Context: an optimization exercise on an open-source flow, tuned for small area. The choices shown serve that exercise and are no tape-out recipe.
The RTL was checked by simulation tests, not by an equivalence proof against the original design.
Power and IR drop assume default switching activity.

<file path="config.mk">
export PLATFORM = sky130hd
export DESIGN_NAME = dxl_decoder
export DESIGN_NICKNAME = dxl_decoder
export VERILOG_FILES = /design/flow/design.v
export SDC_FILE = /design/flow/constraint.sdc
export NUM_CORES = 4
export LEC_CHECK = 0
export ABC_AREA = 1
export CAP_MARGIN = 20
export CORE_MARGIN = 2
export CORE_UTILIZATION = 40
export SLEW_MARGIN = 20
</file>
<file path="constraint.sdc">
create_clock -name core_clock -period 12.0 [get_ports {clk}]
set_input_delay 2.4000 -clock core_clock [delete_from_list [all_inputs] [get_ports {clk}]]
set_output_delay 2.4000 -clock core_clock [all_outputs]
set_load 0.01 [all_outputs]
</file>
<file path="design.v">
module dxl_decoder #(
    parameter TW = 32                      
) (
    input  wire          clk,
    input  wire          rst,              
    input  wire          in_valid,
    input  wire [7:0]    in_byte,
    input  wire [TW-1:0] in_t_start,
    input  wire [TW-1:0] in_t_end,
    output wire          out_valid,
    output wire [3:0]    out_kind,
    output wire [3:0]    out_cmd,
    output wire [TW-1:0] out_t_start,
    output wire [TW-1:0] out_t_end,
    output wire [1:0]    out_ptag,
    output wire [15:0]   out_int,
    output wire [7:0]    out_b0,
    output wire [7:0]    out_b1
);
    localparam [2:0] K_MASK     = 3'd6;
    localparam [2:0] S_HEADER   = 3'd6,
                     S_ADDRESS  = 3'd7,
                     S_LENGTH   = 3'd4,
                     S_COMMAND  = 3'd5,
                     S_RAMADDR  = 3'd2,
                     S_ERRCODE  = 3'd3,
                     S_VALUE    = 3'd0,
                     S_CHECKSUM = 3'd1;
    reg [2:0]    state;
    reg [1:0]    cnt;
    reg [15:0]   rem;         
    reg [7:0]    b0;          
    reg [TW-1:0] t0;          
    wire step  = in_valid & ~rst;
    wire st_hd = (state == S_HEADER);
    wire st_ad = (state == S_ADDRESS);
    wire st_ln = (state == S_LENGTH);
    wire st_cm = (state == S_COMMAND);
    wire st_ck = (state == S_CHECKSUM);
    wire hi_z    = ~|rem[15:2];
    wire rem_z   = hi_z & ~rem[1] & ~rem[0];
    wire rem_3   = hi_z & rem[1] & rem[0];
    wire rem_ge4 = ~hi_z;
    wire second  = cnt[0];
    wire armed   = cnt[1] & ~st_hd;
    wire guard = armed & (st_ad | (rem_z & ~second));
    reg [7:0] hdr_b;
    always @* begin
        case (cnt)
            2'd0, 2'd1: hdr_b = 8'hFF;
            2'd2:       hdr_b = 8'hFD;
            default:    hdr_b = 8'h00;
        endcase
    end
    wire hmatch = (in_byte == hdr_b);
    wire hdone  = hmatch & (cnt == 2'd3);
    reg [3:0] cmd_dec;
    always @* begin
        case (in_byte)
            8'h01: cmd_dec = 4'd1;
            8'h02: cmd_dec = 4'd2;
            8'h03: cmd_dec = 4'd3;
            8'h04: cmd_dec = 4'd4;
            8'h05: cmd_dec = 4'd5;
            8'h06: cmd_dec = 4'd6;
            8'h08: cmd_dec = 4'd7;
            8'h10: cmd_dec = 4'd8;
            8'h55: cmd_dec = 4'd9;
            8'h82: cmd_dec = 4'd10;
            8'h83: cmd_dec = 4'd11;
            8'h92: cmd_dec = 4'd12;
            8'h93: cmd_dec = 4'd13;
            default: cmd_dec = 4'd0;
        endcase
    end
    reg [2:0] cmd_next;
    always @* begin
        case (cmd_dec)
            4'd1, 4'd6, 4'd7, 4'd8: cmd_next = S_CHECKSUM;
            4'd9:                   cmd_next = S_ERRCODE;
            4'd0:                   cmd_next = S_VALUE;
            default:                cmd_next = S_RAMADDR;
        endcase
    end
    wire va_done = second | ~rem_ge4;
    reg emit;
    always @* begin
        case (state)
            S_HEADER:  emit = hdone;
            S_LENGTH,
            S_RAMADDR,
            S_CHECKSUM: emit = second;
            S_VALUE:   emit = va_done;
            default:   emit = 1'b1;
        endcase
    end
    reg [2:0] state_n;
    reg [1:0] cnt_n;
    always @* begin
        state_n = state;
        cnt_n   = cnt;
        if (guard) begin
            state_n = S_HEADER;
            cnt_n   = 2'd0;
        end else begin
            case (state)
                S_HEADER: begin
                    if (hmatch) begin
                        cnt_n = cnt + 2'd1;
                        if (hdone) state_n = S_ADDRESS;
                    end else if (cnt != 2'd0) begin
                        state_n = S_ADDRESS;
                        cnt_n   = 2'b10;
                    end
                end
                S_ADDRESS: state_n = S_LENGTH;
                S_LENGTH: begin
                    cnt_n = {1'b0, ~second};
                    if (second) state_n = S_COMMAND;
                end
                S_COMMAND: begin
                    state_n = cmd_next;
                    cnt_n   = {~rem_z, 1'b0};
                end
                S_RAMADDR: begin
                    cnt_n[0] = ~second;
                    if (second) state_n = S_VALUE;
                end
                S_ERRCODE: state_n = rem_3 ? S_CHECKSUM : S_VALUE;
                S_VALUE: begin
                    cnt_n[0] = ~va_done;
                    if (va_done & rem_3) state_n = S_CHECKSUM;
                end
                default: begin  
                    cnt_n[0] = ~second;
                    if (second) begin
                        state_n = S_HEADER;
                        cnt_n   = 2'd0;
                    end
                end
            endcase
        end
    end
    wire        rem_ld = st_ln;            
    wire        rem_dc = in_valid & ~rem_z;
    reg  [15:0] rem_n;
    reg         bz;                        
    integer     i;
    always @* begin
        bz = 1'b1;
        for (i = 0; i < 16; i = i + 1) begin
            rem_n[i] = rem[i] ^ (rem_dc & bz);
            bz = bz & ~rem[i];
        end
        if (rem_ld) rem_n = {in_byte, b0};
    end
    always @(posedge clk) begin
        if (rst) begin
            state <= S_HEADER;
            cnt   <= 2'd0;
        end else if (in_valid) begin
            state <= state_n;
            cnt   <= cnt_n;
        end
    end
    wire          hold   = second | (st_hd & cnt[1]);
    wire [7:0]    b0_n   = second ? b0 : in_byte;
    wire [TW-1:0] t0_n   = hold ? t0 : in_t_start;
    always @(posedge clk) begin
        b0  <= b0_n;
        t0  <= t0_n;
        rem <= rem_n;
    end
    wire pint = ~guard & ~st_hd & ~st_ck;      
    wire pbyt = st_ck & second;                
    wire phi  = second & ~st_hd & ~st_ck;      
    assign out_valid   = step & (guard | emit);
    assign out_kind    = guard ? 4'd8 : {1'b0, state ^ K_MASK};
    assign out_cmd     = st_cm ? cmd_dec : 4'd0;
    assign out_t_start = t0_n;
    assign out_t_end   = in_t_end;
    assign out_ptag    = {pbyt, pint};
    assign out_int     = {phi ? in_byte : 8'd0,
                          pint ? b0_n : 8'd0};
    assign out_b0      = pbyt ? in_byte : 8'd0;
    assign out_b1      = pbyt ? b0_n : 8'd0;
endmodule
</file>
<file path="flow/run.sh">
#!/bin/bash
# Standard ORFS layout with these changes:
#  - synthesis maps the logic with an area-oriented ABC script (flow/abc_area.script,
#    selected by ABC_AREA=1) instead of ORFS's, and without extracting half/full
#    adders first; registers are mapped as usual;
#  - port buffers use the smallest buffer cell (buf_1);
#  - a small clock tree (clkbuf_4, no dummy loads), and power recovery after
#    global routing, which downsizes cells with timing slack.
set -euo pipefail
here=$(pwd)
rm -rf scripts_local
cp -r "$FLOW_HOME/scripts" scripts_local
cp flow/abc_area.script scripts_local/abc_area.script
export SCRIPTS_DIR=$here/scripts_local
export ADDER_MAP_FILE=
export BUFFER_PORTS_ARGS="-buffer_cell sky130_fd_sc_hd__buf_1"
export CTS_ARGS="-sink_clustering_enable -repair_clock_nets -dont_use_dummy_load -buf_list sky130_fd_sc_hd__clkbuf_4"
export RECOVER_POWER=100
bash standard.sh > standard_flow.log 2>&1
</file>
<file path="flow/abc_area.script">
strash
&get -n
&deepsyn -J 500 -T 900
&put
strash
balance -l
resub -K 6 -l
rewrite -l
resub -K 6 -N 2 -l
refactor -l
resub -K 8 -l
balance -l
resub -K 8 -N 2 -l
rewrite -l
resub -K 10 -l
rewrite -z -l
resub -K 10 -N 2 -l
balance -l
resub -K 12 -l
refactor -z -l
resub -K 12 -N 2 -l
rewrite -z -l
balance -l
dch -f
amap
mfs2
strash
balance -l
resub -K 6 -l
rewrite -l
resub -K 6 -N 2 -l
refactor -l
resub -K 8 -l
balance -l
resub -K 8 -N 2 -l
rewrite -l
resub -K 10 -l
rewrite -z -l
resub -K 10 -N 2 -l
balance -l
resub -K 12 -l
refactor -z -l
resub -K 12 -N 2 -l
rewrite -z -l
balance -l
dch -f
amap
mfs2
strash
balance -l
resub -K 6 -l
rewrite -l
resub -K 6 -N 2 -l
refactor -l
resub -K 8 -l
balance -l
resub -K 8 -N 2 -l
rewrite -l
resub -K 10 -l
rewrite -z -l
resub -K 10 -N 2 -l
balance -l
resub -K 12 -l
refactor -z -l
resub -K 12 -N 2 -l
rewrite -z -l
balance -l
dch -f
amap
mfs2
strash
balance -l
resub -K 6 -l
rewrite -l
resub -K 6 -N 2 -l
refactor -l
resub -K 8 -l
balance -l
resub -K 8 -N 2 -l
rewrite -l
resub -K 10 -l
rewrite -z -l
resub -K 10 -N 2 -l
balance -l
resub -K 12 -l
refactor -z -l
resub -K 12 -N 2 -l
rewrite -z -l
balance -l
dch -f
amap
</file>
<file path="standard.sh">
#!/bin/bash
# synth_recipe.tcl (not shown) runs the flow's synth.tcl, then flattens the netlist and writes it again
# the make line also repeats each setting of config.mk as NAME=value (left out here)
make -C /OpenROAD-flow-scripts/flow DESIGN_CONFIG=/design/flow/config.mk WORK_HOME=/design/flow/orfs CLKGATE_MAP_FILE= SYNTH_SCRIPT=/design/flow/synth_recipe.tcl "${@:-finish}"
</file>
==> notes.md, run 1 <==
The reported leakage power is 1.13 nW. The clock network is responsible for a little over an eighth of the overall power. The residual overflow from global routing is 0. The count of yosys warnings during synthesis is 1. In this run the tool buffered the top-level ports with 117 buffer cells.

The worst path arrival time came out at about 4.2 ns. In this run the power spent charging and discharging nets is 0.000290 W. The type of the worst setup path is input port to primary output. The count of unresolved DRC violations after routing is 0. Across the routed clock network, the largest skew measured is 0.0351 ns. The share of power burned in registers is about 45%. The via count of the first global-routing pass is roughly 2,400.

The final hold violation count came out at 0. The internal power consumption came out at 0.000433 W. For this block, the routed nets add up to between 7000 and 8000 µm of wire. The share of flip-flops with an asynchronous set or reset after synthesis is 0%.

Synthesis produced a netlist with a net count of 421. The half-perimeter wire length after placement is 5400 µm. The buffers inserted during post-CTS setup optimization came out at 0. Across all layers, the routed design uses 2,712 vias. The start point of the worst hold path is rem[15]$_DFF_P_. The number of antenna violations at the first check in global routing is 0. The critical path goes through clkbuf_1, clkinv_1, nor2_1, o21ai_0, o211ai_1, o21a_1, a211oi_1, a31oi_1, nor3_1, buf_1. The count of distinct cell types in the synthesized netlist came out at 24.

The synthesis-stage register bit count came out at just over 60. The relative max-transition margin is 5.40%. The cell at the root of the clock tree is clkbuf_4. The delay of the slowest critical-path stage is 0.30 ns.

For this run, the detailed router's first-pass iteration total came to 4. The most used flip-flop cell after synthesis is dfxtp_1. The total power came out at between 0.0007 and 0.0008 W. The share of total power consumed by net switching came out at 40.1%.

The data required time of the critical path is 9.60 ns. The flow ran to the end and the layout has no timing, DRC or antenna violations. The maximum level of the CTS H-tree came out at 3. The number of instances resized during post-cts repair came out at 0. The weighted congestion at the end of routability-driven global placement came out at 0.933. The total instance count after detailed placement is 526. The number of non-filler instances in the completed layout came out at around 540.

The core region is 6790 µm². The insertion delay to the later sink of the worst-skew pair came out at 0.38 ns. The worst hold path belongs to the class flip-flop to flip-flop. The origin of the worst setup path is in_byte[4]. The combinational cell fraction of total power is 41.0%. The final core utilization came out at 46.8%. The clock transition time at the flip-flop clock pins of the worst setup and hold paths is 0.06 ns. Dividing total power by cell area gives a power density of between 200 and 250 nW/µm².

The number of nets in the final layout is approximately 520. The library cells used most frequently in the layout, excluding fill and tap cells, are 114 x buf_1, 61 x dfxtp_1, 57 x nor2_1. The worst setup path is captured at a primary output. For the pin with the worst max-slew slack, the measured transition is 1.42 ns. The routed wirelength normalized by instance count is 13.6 µm. The number of antenna diodes in the final layout is 0. The largest driver fanout on the critical path came out at 6. The CTS sink count came out at around 60.

The largest total area in the synthesized netlist belongs to dfxtp_1. The count of boundary I/O pins is 182. Setup repair after global routing left no endpoint under its margin. Buffers inserted to repair hold after CTS numbered 0. The share of the synthesized area in the top cell type came out at a little over two fifths.

The die covers between 7000 and 8000 µm². The per-instance average area after synthesis came out at ~8.1 µm². The number of standard-cell rows in the floorplan is 30.

The synthesis-to-finish area growth is 13.6%. For this run, the top clock speed supported by timing is between 150 and 200 MHz. The number of clock buffers added by TritonCTS is 9. The library cell used most frequently in the layout, excluding fill and tap cells, is buf_1. The number of flops mapped to enable cells by yosys is 0. Synthesis handed over a netlist of 346 instances. Setup violations remaining at the end of the flow were counted as 0. The number of violations reported at the end of detailed-routing iteration 0 is 112. The number of max-slew violations in the final report was 0. Setup total negative slack on the finished layout was measured at 0 ns. The largest net degree at the start of global routing is 34. The proportion of layout cells with a drive suffix above 1 is under 10%.

The maximum number of buffers from clock root to sink came out at 2. The clock period minus final worst setup slack is ~6.6 ns. The number of fill cells in the layout came out at between 600 and 700. The worst voltage drop across the vdd grid came out at 103 µV.

The worst setup path is launched from an input port. The sequential element share of the synthesized area is 43.6%. TritonCTS built the clock tree.

Max-cap violations in this run came to 0. The netlist area before placement is 2800 µm². The largest individual stage delay along the critical path comes from the cell a31oi_1. The startpoint identified for the worst register-to-register timing path is cnt[0]$_SDFFE_PP0P_. Ranked by total cell area, the synthesized netlist is headed by dfxtp_1 44%, o22a_1 10%, buf_4 9.4%. The initial core utilization is slightly above 40%.

The detailed-route vias per instance is 5.07. In this run the vertical extent of the chip is 87.6 µm. After layout, the worst path uses between 50% and 60% of the clock period.

From left edge to right edge, the die measures 87.6 µm. The combined global-route utilization of all metal layers is 18.6%. The antenna violation net count after detailed routing is 0.

The global-route wire length before repair came out at roughly 11,000 µm.
final timing paths:
path | endpoint | cells past startpoint | slack, ns
max | out_cmd[1] | 10 | 5.44
min | rem[15]$_DFF_P_ | 2 | 0.47
max reg2reg | t0[20]$_DFF_P_ | 4 | 8.30
min reg2reg | rem[15]$_DFF_P_ | 2 | 0.47
stage by stage:
step | hold slack [ns] | setup WS (ns) | instance area [µm²]
floorplan | 0.429 | 5.70 | 2800
global placement | 0.455 | 5.58 | 3120
detailed placement | 0.460 | 5.50 | 3120
CTS | 0.472 | 5.47 | 3180
global route | 0.497 | 5.14 | 3180
finish | 0.465 | 5.44 | 3180
state kept, by name (all words and copies together) (netlist names):
| signal | cells |
|---|---|
| b0 | 8 |
| cnt | 2 |
| rem | 16 |
| state | 3 |
| t0 | 32 |
power by group through the flow:
| stage | combinational, W | clock [W] | sequential, W |
|---|---|---|---|
| 2_1_floorplan | 0.000221 | 0 | 0.000321 |
| 3_3_place_gp | 0.000298 | 0 | 0.000330 |
| 3_5_place_dp | 0.000298 | 0 | 0.000332 |
| 4_1_cts | 0.000299 | 0.000104 | 0.000327 |
| 5_1_grt | 0.000331 | 0.000114 | 0.000337 |
| 6_report | 0.000296 | 0.0000989 | 0.000327 |
kinds of logic after synthesis:
family	count (synthesis)	share of synthesized area, %
flip-flops	61	43.6
buffers and inverters	77	15.0
AO/OA/AOI/OAI	95	23.5
AND/OR/NAND/NOR	113	17.8
cells in the mapped netlist (4+ instances only):
library cell / instances
o21ai_0: 22
dfxtp_1: 61
nor3_1: 18
clkinv_1: 42
o22a_1: 32
buf_4: 35
o22ai_1: 10
nor4_1: 4
a21oi_1: 13
nor2_1: 57
nor2b_1: 10
a211oi_1: 5
nand2_1: 16
nand3_1: 4
routing by layer:
| metal | wire length, µm | part of all wire [%] | global-route usage (%) | vias to the layer above |
|---|---|---|---|---|
| met5 | 0 | 0 | 0 | - |
| met4 | 177 | 2.4 | 10.5 | 0 |
| met3 | 524 | 7.2 | 4.90 | 21 |
| met2 | 3160 | 43 | 28.5 | 120 |
| met1 | 3430 | 47 | 23.6 | 1191 |
| li1 | - | - | - | 1380 |
final cells by class:
cell class	instances	area, µm²	area share, %
Sequential cell	61	1220	38.4
Multi-Input combinational cell	208	1160	36.6
Timing Repair Buffer	119	450	14.2
Inverter	42	158	4.96
Tap cell	96	120	3.78
Clock buffer	9	67.6	2.13
worst max-delay path: cells and delay by family:
kind,cells,cell delay [ns]
and+or+nand+nor,2,0.34
buffers and inverters,3,0.65
AOI/OAI and AO/OA,5,0.77
==> inputs of run 2 (changes only) <==
--- a/design.v
+++ b/design.v
@@ -164,7 +164,7 @@
         end
     end
     wire          hold   = second | (st_hd & cnt[1]);
-    wire [7:0]    b0_n   = second ? b0 : in_byte;
+    wire [7:0]    b0_n   = hold ? b0 : in_byte;
     wire [TW-1:0] t0_n   = hold ? t0 : in_t_start;
     always @(posedge clk) begin
         b0  <= b0_n;
@@ -172,15 +172,14 @@
         rem <= rem_n;
     end
     wire pint = ~guard & ~st_hd & ~st_ck;      
-    wire pbyt = st_ck & second;                
-    wire phi  = second & ~st_hd & ~st_ck;      
+    wire pbyt = ~guard & st_ck;                
     assign out_valid   = step & (guard | emit);
     assign out_kind    = guard ? 4'd8 : {1'b0, state ^ K_MASK};
-    assign out_cmd     = st_cm ? cmd_dec : 4'd0;
+    assign out_cmd     = (~guard & st_cm) ? cmd_dec : 4'd0;
     assign out_t_start = t0_n;
     assign out_t_end   = in_t_end;
     assign out_ptag    = {pbyt, pint};
-    assign out_int     = {phi ? in_byte : 8'd0,
+    assign out_int     = {(pint & second) ? in_byte : 8'd0,
                           pint ? b0_n : 8'd0};
     assign out_b0      = pbyt ? in_byte : 8'd0;
     assign out_b1      = pbyt ? b0_n : 8'd0;
--- a/flow/run.sh
+++ b/flow/run.sh
@@ -5,7 +5,8 @@
 #    adders first; registers are mapped as usual;
 #  - port buffers use the smallest buffer cell (buf_1);
 #  - a small clock tree (clkbuf_4, no dummy loads), and power recovery after
-#    global routing, which downsizes cells with timing slack.
+#    global routing, which downsizes cells with timing slack, followed by
+#    another design repair (flow/post_grt.tcl) for any slew it broke.
 set -euo pipefail
 here=$(pwd)
 rm -rf scripts_local
@@ -16,4 +17,5 @@
 export BUFFER_PORTS_ARGS="-buffer_cell sky130_fd_sc_hd__buf_1"
 export CTS_ARGS="-sink_clustering_enable -repair_clock_nets -dont_use_dummy_load -buf_list sky130_fd_sc_hd__clkbuf_4"
 export RECOVER_POWER=100
+export POST_GLOBAL_ROUTE_TCL=$here/flow/post_grt.tcl
 bash standard.sh > standard_flow.log 2>&1
--- a/flow/abc_area.script
+++ b/flow/abc_area.script
@@ -1,7 +1,3 @@
-strash
-&get -n
-&deepsyn -J 500 -T 900
-&put
 strash
 balance -l
 resub -K 6 -l
==> flow/post_grt.tcl (new file) <==
# After power recovery has downsized cells, repair any slew or capacitance
# limit it broke, as the resize step before it does.
global_route -start_incremental
repair_design -verbose -cap_margin 20 -slew_margin 20
detailed_placement
global_route -end_incremental
estimate_parasitics -global_routing
==> notes.md, run 2 <==
The number of non-filler instances in the completed layout came to 548 (was 535). The core footprint is 6870 µm² (was 6790 µm²). The worst reg-to-reg path cell count is 16 (was 4).

The maximum level of the CTS H-tree was 3 (unchanged). Cells along the critical path: buf_1, clkinv_1, o41a_1, a221oi_1, o221ai_1, o21ai_0, clkinv_1, o21ai_0, o21ai_0, nor4_1, buf_1 (was clkbuf_1, clkinv_1, nor2_1, o21ai_0, o211ai_1, o21a_1, a211oi_1, a31oi_1, nor3_1, buf_1). The number of flops mapped to enable cells by yosys came to 0 (unchanged). The sequential cell area in the final layout is 1220 µm² (unchanged). The internal power consumption came to 0.000506 W (was 0.000433 W). The count of distinct cell types in the synthesized netlist came out at 30 (was 24).

The register name with the most flops was t0 (unchanged). The instance count on the critical path came out at 11 (was 10). The total net switching power came out at 0.000376 W (was 0.000290 W).

The final hold violation count is 0 (unchanged). The kind of start point of the critical path is an input port (unchanged). Largest registers: t0 (32), rem (16), b0 (8) (unchanged). The critical path's top delay family is compound AO/OA/AOI/OAI gates (unchanged). The count of boundary I/O pins is 182 (unchanged). The aggregate routed wire length is 7890 µm (was 7290 µm). The most used standard cell by instance count after synthesis was nor2_1 (was dfxtp_1). Largest cells by area after synthesis: dfxtp_1 43%, nor2_1 10%, o22a_1 9.8% (was dfxtp_1 44%, o22a_1 10%, buf_4 9.4%). The share of the synthesized area in the top cell type came out at 42.7% (was 43.6%). The number of max-slew violations in the final report is 0 (unchanged). The full die area is 7850 µm² (was 7680 µm²). The number of fill cells in the layout came out at 767 (was 697).

The half-perimeter wire length after placement is 5890 µm (was 5400 µm). The share of total power consumed by net switching came to 42.6% (was 40.1%). The count of yosys warnings during synthesis is 1 (unchanged). The endpoint class of the critical path was a primary output (unchanged).

The antenna violation net count after detailed routing came to 0 (unchanged). Run status: no timing/DRC/antenna violations (unchanged). The number of standard-cell rows in the floorplan is 30 (unchanged).

The weighted congestion at the end of routability-driven global placement came out at 0.910 (was 0.933). The length of the first detailed-routing pass in iterations came out at 4 (unchanged). The share of flip-flops with an asynchronous set or reset after synthesis came out at 0% (unchanged). The flip-flop count of the largest register, all copies and words added is 32 (unchanged).

The proportion of layout cells with a drive suffix above 1 came out at 2.88% (was 2.51%). The delay of the slowest critical-path stage is 0.48 ns (was 0.30 ns). The capturing instance or port of the critical path is out_valid (was out_cmd[1]).

The count of unresolved DRC violations after routing is 0 (unchanged). The power per cell area came out at 270 nW/µm² (was 227 nW/µm²). The share of power burned in registers is 39.9% (was 45.3%). The multiplexer area fraction after synthesis is 0% (unchanged).

The buffers inserted during post-CTS setup optimization was 0 (unchanged). The total via count in the routed design is 2,850 (was 2,712). The share of the clock period used by the worst path after layout is 62.3% (was 54.7%).

The fraction of the mapped netlist area in simple logic gates came out at 17.5% (was 17.8%). The endpoint of the worst register-to-register path is cnt[1]$_SDFFE_PP0P_ (was t0[20]$_DFF_P_). The most frequent standard cell in the layout excluding fill and tap cells is buf_1 (unchanged).

The combinational cell fraction of total power came to 48.8% (was 41.0%). The per-instance average area after synthesis is 8.02 µm² (was 8.09 µm²). The largest driver fanout on the critical path is 8 (was 6). The initial core utilization came out at 41.7% (was 41.2%). The sequential element share of the synthesized area came out at 42.7% (was 43.6%).

The detailed-route vias per instance is 5.20 (was 5.07). The worst path arrival time was 5.07 ns (was 4.16 ns). The number of buffers and inverters on the critical path is 4 (was 3). The residual overflow from global routing is 0 (unchanged).

The share of the synthesized area in compound gates (AO/OA/AOI/OAI) came to 24.2% (was 23.5%). The synthesis-to-finish area growth came to 14.3% (was 13.6%). The fraction of the mapped netlist area in adder cells is 0% (unchanged). The via count of the first global-routing pass is 2,593 (was 2,402). The worst voltage drop across the vdd grid is 149 µV (was 103 µV). The final core utilization is 47.6% (was 46.8%). The total CTS buffers is 9 (unchanged). The combined global-route utilization of all metal layers is 20.1% (was 18.6%).

The setup slack after layout is 4.53 ns (was 5.44 ns). The maximum number of buffers from clock root to sink came out at 2 (unchanged). The worst clock skew is 0.0336 ns (was 0.0351 ns). The net count after synthesis came out at 432 (was 421). The beginning of the worst register-to-register path is rem[10]$_DFF_P_ (was cnt[0]$_SDFFE_PP0P_).

The number of instances resized during post-cts repair is 0 (unchanged). The type of the worst setup path is input port to primary output (unchanged). The clock transition time at the flip-flop clock pins of the worst setup and hold paths came out at 0.08 ns (was 0.06 ns).

The number of violations reported at the end of detailed-routing iteration 0 came out at 119 (was 112). The transition at the pin with the smallest max-transition slack was 0.878 ns (was 1.42 ns). Top cells by instance count after synthesis: 76 x nor2_1, 61 x dfxtp_1, 49 x clkinv_1 (was 61 x dfxtp_1, 57 x nor2_1, 42 x clkinv_1). The count of mapped cells out of synthesis is 357 (was 346).

The insertion delay to the later sink of the worst-skew pair came out at 0.41 ns (was 0.38 ns). The setup TNS is 0 ns (unchanged). The fraction of power consumed by the clock network was 11.3% (was 13.7%). The most numerous cell type found on the critical path is o21ai_0. The combinational family with the most area after synthesis is compound AO/OA/AOI/OAI gates (unchanged). The data required time of the critical path came out at 9.60 ns (about the same). The count of inserted antenna diode cells came out at 0 (unchanged). The clock period minus final worst setup slack is 7.47 ns (was 6.56 ns). The number of nets in the final layout came out at 529 (was 516). The netlist area before placement came to 2860 µm² (was 2800 µm²). The critical path's slowest cell is o41a_1 (was a31oi_1). The library cell occupying the most area in the post-synthesis netlist is dfxtp_1 (unchanged).

The setup-violating endpoint count in the final report is 0 (unchanged). The relative max-transition margin was 41.5% (was 5.40%). The clock tree from TritonCTS is done (unchanged). The primary flip-flop cell chosen by synthesis mapping is dfxtp_1 (unchanged). The parity-gate share of the synthesized area counting xor and xnor cells is 0% (unchanged).

The total instance count after detailed placement was 538 (was 526). The area of the multi-input gates is 1200 µm² (was 1160 µm²). The fmax came to 134 MHz (was 152 MHz). The global-route wire length before repair came out at 12,000 µm (was 11,100 µm).

The setup slack of the worst register-to-register path is 8.10 ns (was 8.30 ns). The horizontal extent of the die came to 88.6 µm (was 87.6 µm). The hold-fix buffer count after cts is 0 (unchanged). The CTS sink count came out at 61 (unchanged). The type of the tightest min-delay check is flip-flop to flip-flop (unchanged). The routed wirelength normalized by instance count is 14.4 µm (was 13.6 µm).

The post-placement setup slack was 4.58 ns (was 5.50 ns). The cell at the root of the clock tree is clkbuf_4 (unchanged). The height of the die is 88.6 µm (was 87.6 µm). The max-cap violation count came out at 0 (unchanged). The synthesis-stage register bit count came out at 61 (unchanged). Top library cells by usage in the layout, fill and taps aside: 116 x buf_1, 75 x nor2_1, 61 x dfxtp_1 (was 114 x buf_1, 61 x dfxtp_1, 57 x nor2_1).

The reported leakage power came out at 1.15 nW (was 1.13 nW). The number of I/O port buffers came out at 117 (unchanged). The largest net degree at the start of global routing is 42 (was 34). The number of antenna violations at the first check in global routing is 0 (unchanged).

The origin of the worst setup path is in_byte[3] (was in_byte[4]).
## run 2: changes by cell type after synthesis, moves of 3 or more
cell	delta
a211oi_1	-4
a21oi_1	-5
a32oi_1	-3
clkinv_1	+7
nor2_1	+19
nor2b_1	-10
nor3_1	-6
o21ai_0	-4
o32a_1	+9
## run 2: layer usage
metal / share of wire (%) / track usage (%)
met1: 45 / 24.9
met5: 0 / 0
met3: 9.6 / 7.18
met4: 1.8 / 9.92
met2: 44 / 31.0
## run 2: cells by family (layout without fill, tap and decap cells)
kind of cell,after synthesis,after routing
buffers and inverters,84,179
flip-flops,61,61
AO/OA/AOI/OAI,92,92
AND/OR/NAND/NOR,120,120
## run 2: per-stage QoR
stage	cell area [µm²]	power, W	hold WS (ns)
2_1_floorplan	2860	0.000650	0.447
4_1_cts	3270	0.000890	0.482
3_3_place_gp	3180	0.000769	0.457
3_5_place_dp	3200	0.000788	0.461
6_report	3270	0.000883	0.479
## run 2: worst min-delay path by stage
stage,cells after the start,from,endpoint,slack (ns)
floorplan,2,rem[15]$_DFF_P_,rem[15]$_DFF_P_,0.45
global placement,1,t0[20]$_DFF_P_,t0[20]$_DFF_P_,0.46
detailed placement,1,t0[2]$_DFF_P_,t0[2]$_DFF_P_,0.46
CTS,1,t0[2]$_DFF_P_,t0[2]$_DFF_P_,0.48
finish,1,t0[23]$_DFF_P_,t0[23]$_DFF_P_,0.48
## run 2: layout make-up
type	instances	share of cell area [%]
clock buffer	9	2.07
tap	96	3.67
multi-input combinational	212	36.6
inverter	49	5.62
sequential	61	37.3
timing repair buffer	121	14.8
## run 2: power by group through the flow
stage	sequential [W]	combinational [W]	clock (W)
CTS	0.000351	0.000434	0.000105
finish	0.000352	0.000431	0.0000999
detailed placement	0.000355	0.000433	0
floorplan	0.000344	0.000306	0
global placement	0.000354	0.000415	0

[afterwards: timing with drivers on the ports]
The results above use ideal ports. As a check the final layouts listed here were re-extracted and re-timed, cells and wires unchanged. Step 1 sets driving cells, clkbuf_16 on the clock port and buf_2 on the other inputs (assumed; they add their load-dependent delay and slew). Step 2 adds t to the input delays and takes it off the output delays; t is the mean of the earliest and latest rising clock arrival at the registers after step 1. Input paths then give back, and output paths get back, about the clock's delay inside the block. a / b / c = ideal ports / drivers / drivers and shift; a / b = the first two.
run | t (ns) | setup slack, ns | cell pins on the clock port's net
run 1 | 0.392 | 5.435 / 5.411 / 5.411 | 1
run 2 | 0.419 | 4.529 / 4.506 / 4.506 | 1
After both steps setup and hold are still met in every run listed. The setup slack of run 1, which loses most, moves by -0.024 ns with the drivers and by -0.024 ns with both steps.
